What follows belongs to an exercise in optimizing a design on an open flow for small area, a short achievable clock period and few clock cycles per item; a production flow would make more cautious choices. Function was checked by simulation only, so behaviour that the tests miss may differ from the original. Power is estimated from default activity; no workload was simulated.

==> flow/design.v (outline; a module is shown in full before it is edited, if it fits) <==
// module icu_fwd: 759 lines
// module icu_d125a: 40 lines
// module icu_d125b: 49 lines
// module icu_gt8: 15 lines
// module icu_pop16: 42 lines
// module icu_mac: 284 lines
// module icu_dstep: 40 lines
// module icu_invn: 328 lines
// module icu_add21: 171 lines
// module icu_quant: 313 lines
module icu_quant (
    input  wire        clk,
    input  wire        rst,
    input  wire        in_valid,
    output wire        in_ready,
    input  wire [23:0] in_rgb,
    output reg         out_valid,
    input  wire        out_ready,
    output reg  [23:0] out_lo,
    output reg  [23:0] out_hi,
    output reg  [7:0]  out_avg
);
  // ...
==> flow/flow/run.sh <==
#!/bin/bash
# Standard layout, with the port buffers made by a regular buffer cell
# instead of the flow's default choice.
set -e
export BUFFER_PORTS_ARGS="-buffer_cell sky130_fd_sc_hd__buf_4"
bash standard.sh > standard.log 2>&1
==> flow/standard.sh <==
#!/bin/bash
# synth_recipe.tcl (not shown) runs the flow's synth.tcl, then flattens the netlist and writes it again
# the make line also repeats each setting of config.mk as NAME=value (left out here)
make -C /OpenROAD-flow-scripts/flow DESIGN_CONFIG=/design/flow/config.mk WORK_HOME=/design/flow/orfs CLKGATE_MAP_FILE= SYNTH_SCRIPT=/design/flow/synth_recipe.tcl "${@:-finish}"
==> flow/config.mk <==
export PLATFORM = sky130hd
export DESIGN_NAME = icu_quant
export DESIGN_NICKNAME = icu_quant
export VERILOG_FILES = /design/flow/design.v
export SDC_FILE = /design/flow/constraint.sdc
export NUM_CORES = 4
export LEC_CHECK = 0
export CAP_MARGIN = 20
export CORE_MARGIN = 2
export CORE_UTILIZATION = 55
export CTS_BUF_LIST = sky130_fd_sc_hd__clkbuf_4 sky130_fd_sc_hd__clkbuf_8
export CTS_CLUSTER_SIZE = 30
export PLACE_DENSITY = 0.7
export SLEW_MARGIN = 20
==> flow/constraint.sdc <==
create_clock -name core_clock -period 22.0 [get_ports {clk}]
set_input_delay 4.4000 -clock core_clock [delete_from_list [all_inputs] [get_ports {clk}]]
set_output_delay 4.4000 -clock core_clock [all_outputs]
set_load 0.01 [all_outputs]
==> out/qor.yml, run 1 <==
outcome:
  outcome: "timing/DRC/antenna clean"
finish:
  clkCellAreaFrac_pct: 6.04
  sh_seq_area_pct: 42.6
  layout.cells.largest_class: "multi-input combinational cells"
  fraction_of_area_in_multi_input_gates_pct: 43.2
  finalNetCount: 5562
sta:
  layout_min_cycle_time_ps: 6540
  final_max_slew_viol_count: 0
  hold_ws_ps: 297
  tns_ps: 0
  max_slew_margin_pct: 30.7
  finalSetupViolCount: 0
setup_path:
  worst_setup_path_startpoint: "d15[0]"
  timing.rr.end: "hi_cb[15]"
  regToRegSetupSlack_ps: 15460
floorplanning:
  tap_cells: 1265
  core_area_um2: 95300
worst_hold_path:
  holdPathStages: 0
  hp-class: "reg -> reg"
synthesis:
  synthMuxAreaShare_pct: 2.62
  yosys.area.top_type_share_pct: 29.2
  yosys_register_bits: 1087
detailed_routing:
  route.detailed.wl_per_inst_um: 17.2
  detailed_route_via_count: 32300
global_routing:
  globalRouteMet3Util_pct: 4.16
  gr-max-usage-layer: "met2"
job:
  maxCapViolations: 0
clocking:
  post_cts.repair.setup_buffers: 0
  clk_root_buffer_cell: "sky130_fd_sc_hd__clkbuf_8"
pwr:
  power_leakage_nw: 26.1
  total_power_w: 0.00595
place:
  dpl.hpwl_um: 74700
Testbench counts, summed over its fixed seeds: cycles 6,456, items 384.
==> run 2, diff against run 1 <==
==> flow/run.sh (new file) <==
#!/bin/bash
# synth_recipe.tcl (not shown) runs the flow's synth.tcl, then flattens the netlist and writes it again
# the make line also repeats each setting of config.mk as NAME=value (left out here)
make -C /OpenROAD-flow-scripts/flow DESIGN_CONFIG=/design/flow/config.mk WORK_HOME=/design/flow/orfs CLKGATE_MAP_FILE= SYNTH_SCRIPT=/design/flow/synth_recipe.tcl finish
--- a/flow/config.mk
+++ b/flow/config.mk
@@ -8,7 +8,4 @@
 export CAP_MARGIN = 20
 export CORE_MARGIN = 2
-export CORE_UTILIZATION = 55
-export CTS_BUF_LIST = sky130_fd_sc_hd__clkbuf_4 sky130_fd_sc_hd__clkbuf_8
-export CTS_CLUSTER_SIZE = 30
-export PLACE_DENSITY = 0.7
+export CORE_UTILIZATION = 40
 export SLEW_MARGIN = 20
removed: flow/flow/run.sh
removed: flow/standard.sh
==> out/qor.yml, run 2 <==
worst_hold_path:
  hp-class: "reg -> reg"  # unchanged
synthesis:
  number_of_synthesized_flops_with_an_enable_pin: 312  # unchanged
  synth_simple_gate_area_share_pct: 8.67  # unchanged
  yosys-top-cells-count: "775 x sky130_fd_sc_hd__dfxtp_1, 618 x sky130_fd_sc_hd__inv_1, 432 x sky130_fd_sc_hd__fa_1"  # unchanged
  synthesis.area_um2: 53100  # unchanged
  synth.area.top_cells: "sky130_fd_sc_hd__dfxtp_1 29%, sky130_fd_sc_hd__edfxtp_1 18%, sky130_fd_sc_hd__fa_1 16%"  # unchanged
  async_flop_share_pct: 0  # unchanged
  postSynth.topFlopCell: "sky130_fd_sc_hd__dfxtp_1"  # unchanged
  synthMostInstantiatedCell: "sky130_fd_sc_hd__dfxtp_1"  # unchanged
  synth_compound_area_share_pct: 7.41  # unchanged
  yosys_register_bits: 1087  # unchanged
  synthCells: 4611  # unchanged
  mean_post_synth_cell_area_um2: 11.5  # unchanged
  synth_top_family_by_area: "adder cells"  # unchanged
  post_synth_xor_area_fraction_pct: 2.29  # unchanged
  post-synth-top-area-cell: "sky130_fd_sc_hd__dfxtp_1"  # unchanged
  synth_nets: 5460  # unchanged
  synth-adder-area-share_pct: 26.4  # unchanged
  post_synth_num_cell_types: 74  # unchanged
  seq_area_frac_synth_pct: 46.9  # unchanged
  synth_warnings: 9  # unchanged
  yosys.area.top_type_share_pct: 29.2  # unchanged
  synthMuxAreaShare_pct: 2.62  # unchanged
sta:
  finalSetupViolCount: 0  # unchanged
  tns_ps: 0  # unchanged
  final_max_slew_viol_count: 0  # unchanged
  clock.fmax_ghz: 0.151  # was 0.153 GHz
  layout_min_cycle_time_ps: 6630  # was 6540 ps
  fin_crit_sh_pct: 30.1  # was 29.7%
  finalHoldViolations: 0  # unchanged
  timing_worst_slew_pin_value_ps: 1060  # was 1040 ps
  skew_ps: 57.9  # was 37.9 ps
  post-route-worst-setup-slack_ps: 15370  # was 15460 ps
  max_slew_margin_pct: 28.9  # was 30.7%
  grt_setup_unrepaired: "no"  # unchanged
  hold_ws_ps: 304  # was 297 ps
setup_path:
  critical_path_arrival_ps: 7100  # about the same
  crit_path_end_kind: "flip-flop"  # unchanged
  worst_path_largest_cell_delay_ps: 840  # was 810 ps
  cp-start-kind: "flip-flop"  # unchanged
  timing.setup.critical_path_class: "reg -> reg"  # unchanged
  cpMostUsedCell: "sky130_fd_sc_hd__fa_1"  # unchanged
  cp.buffers_inverters: 2  # unchanged
  crit_slowest_cell: "sky130_fd_sc_hd__or3_1"  # unchanged
  path_cells: "buf_4 > or2_2 > or3_1 > a21boi_0 > fa_1 > fa_1 > fa_1 > inv_1 > ha_1 > nor2b_1 > a311oi_1 > o31a_1 > nand2b_1 > a31o_2 > fa_1 > xnor2_1 > nor2_1"  # unchanged
  critPathMaxFanout: 46  # unchanged
  critPathRequiredTime_ps: 22470  # was 22560 ps
  path_delay_family: "adder cells"  # unchanged
finish:
  layout.filler_cells: 12000  # was 7666
  final-instance-count-excl-fill: 6503  # was 6105
  final_layout_size_suffix_gt1_share_pct: 7.54  # was 11.4%
  final_cell_mix: "772 x sky130_fd_sc_hd__dfxtp_1, 617 x sky130_fd_sc_hd__inv_1, 432 x sky130_fd_sc_hd__fa_1"  # was 771 x sky130_fd_sc_hd__dfxtp_1, 617 x sky130_fd_sc_hd__inv_1, 432 x sky130_fd_sc_hd__fa_1
  reg_top3: "rcb (128), rcr (128), ry (128)"  # unchanged
  n_antenna_cell: 0  # was 1
  layout-area-overhead-vs-synth_pct: 12.2  # was 10.0%
  finalNetCount: 5502  # was 5562
  final_common_cell: "sky130_fd_sc_hd__dfxtp_1"  # unchanged
clocking:
  post_cts_hold_buffer_count: 0  # unchanged
  clk_root_buffer_cell: "sky130_fd_sc_hd__clkbuf_16"  # was sky130_fd_sc_hd__clkbuf_8
  clock-sinks: 1087  # unchanged
  clock_input_transition_at_the_sequential_cells_of_the_worst_setup_and_hold_paths_ps: 70  # was 60 ps
  clkLatencyLatePin_ps: 740  # was 840 ps
  tritoncts: "built"  # unchanged
  ctsLongestPathBuffers: 3  # unchanged
  post_cts_resize_count: 0  # unchanged
  cts_buffers: 112  # was 170
  htree_num_levels: 3  # was 4
  post_cts.repair.setup_buffers: 0  # unchanged
pwr:
  power_leakage_nw: 26.0  # was 26.1 nW
  power_dens_cells_nw_per_um2: 104  # was 102 nW/µm²
  power.ir.vdd_worst_uv: 72.4  # was 101 µV
place:
  post-place-ws_ps: 15450  # was 15550 ps
  gp_congestion: 0.880  # was 0.919
  dpl.hpwl_um: 78100  # was 74700 µm
  placedCellCount: 6294  # was 5805
  io_buffers: 85  # unchanged
floorplanning:
  die_area_um2: 136000  # was 99100 µm²
  core_area_um2: 132000  # was 95300 µm²
  floorplan.io_pins: 86  # unchanged
  fp.dieH_um: 368  # was 315 µm
  std_cell_rows: 133  # was 113
  initial_utilization_pct: 40.3  # was 55.7%
  floorplan.die.width_um: 368  # was 315 µm
detailed_routing:
  drt_drc_violations_left: 0  # unchanged
  detailed_route_via_count: 31800  # was 32300
  initialDrtViolationCount: 2290  # was 2360
  drt_first_pass_iters: 11  # was 10
  routed_via_density: 4.89  # was 5.29
  route.detailed.wl_per_inst_um: 16.6  # was 17.2 µm
  ant_nets: 0  # unchanged
  route.final.wire_length_um: 108000  # was 105000 µm
global_routing:
  grt-ovfl-total: 0  # unchanged
  wire_length_of_the_first_global_routing_pass_um: 177000  # was 171000 µm
  largest_net_degree_at_the_start_of_global_routing: 101  # was 91
  global_route.usage.total_pct: 16.3  # was 21.8%
  grt_pass1_vias: 33000  # was 33100
  antenna_found_initial: 2  # unchanged
outcome:
  outcome: "timing/DRC/antenna clean"  # unchanged
job:
  maxCapViolations: 0  # unchanged
run 2: path summary, 6_finish.rpt:
check / startpoint / to / slack [ps] / cells after the start
setup / recovery: d15[0] / lo_cb[15] / 15370 / 17
hold / removal: rcb[14][4] / rcb[15][4] / 300 / 0
setup reg to reg: d15[0] / lo_cb[15] / 15370 / 17
hold reg to reg: rcb[14][4] / rcb[15][4] / 300 / 0
run 2: power breakdown:
part,leakage [nW],internal [W],total [W],switching [W]
combinational,15.0,0.000789,0.00174,0.000949
sequential,9.16,0.00233,0.00251,0.000173
clock,1.90,0.00113,0.00194,0.000806
total,26.0,0.00426,0.00618,0.00193
run 2: metal layers:
layer	vias to the layer above	GRT usage, %	wire length, µm
li1	15400	-	-
met1	15600	21.2	47900
met2	698	28.2	53100
met3	159	2.54	4740
met4	0	4.23	2340
met5	-	0	0
run 2: metrics by stage:
step | util, % | total power [W] | cell area (µm²)
after global routing | 45.3 | 0.00669 | 59600
final | 45.3 | 0.00618 | 59600
after CTS | 45.3 | 0.00630 | 59600
after global placement | 42.3 | 0.00426 | 55700
after floorplan | - | 0.00383 | 53100
after detailed placement | 42.3 | 0.00433 | 55700
run 2: area by class of cell:
cell class	instances	area, µm²	area share [%]
clock buffers	157	3290	5.52
clock inverters	52	606	1.02
inverters	623	2340	3.92
multi-input cells	2717	25200	42.3
flip-flops and latches	1087	24900	41.8
well taps	1755	2200	3.69
repair buffers	112	1050	1.76
run 2: logic make-up (layout without fill, tap and decap cells):
logic type,Yosys count,count (layout)
compound gates,574,574
xor+xnor,139,139
fa+ha+maj,868,868
buf+inv,807,944
flops,1087,1087
mux,132,132
simple gates,1004,1004

what the ideal ports hide:
No port has a modelled driver above. Below, the same layouts with a new extraction and two added sets of constraints. Step 1 (the two cells are an assumption about what drives the block):
set clk [get_ports {clk}]
set_driving_cell -lib_cell sky130_fd_sc_hd__clkbuf_16 $clk
set_driving_cell -lib_cell sky130_fd_sc_hd__buf_2 [delete_from_list [all_inputs] $clk]
Step 2 adds t to the input delays and takes it off the output delays; t is the mean of the earliest and latest rising clock arrival at the registers after step 1. Input paths then give back, and output paths get back, about the clock's delay inside the block. Slacks: ideal / step 1 / step 2; pairs: ideal / step 1.
run	t, ns	setup WS [ns]	slew at the worst register clock pin (ns)
run 1	0.879	15.462 / 15.462 / 15.462	0.07 / 0.07
run 2	0.786	15.368 / 15.368 / 15.368	0.07 / 0.07
After both steps every run listed still meets setup and hold.
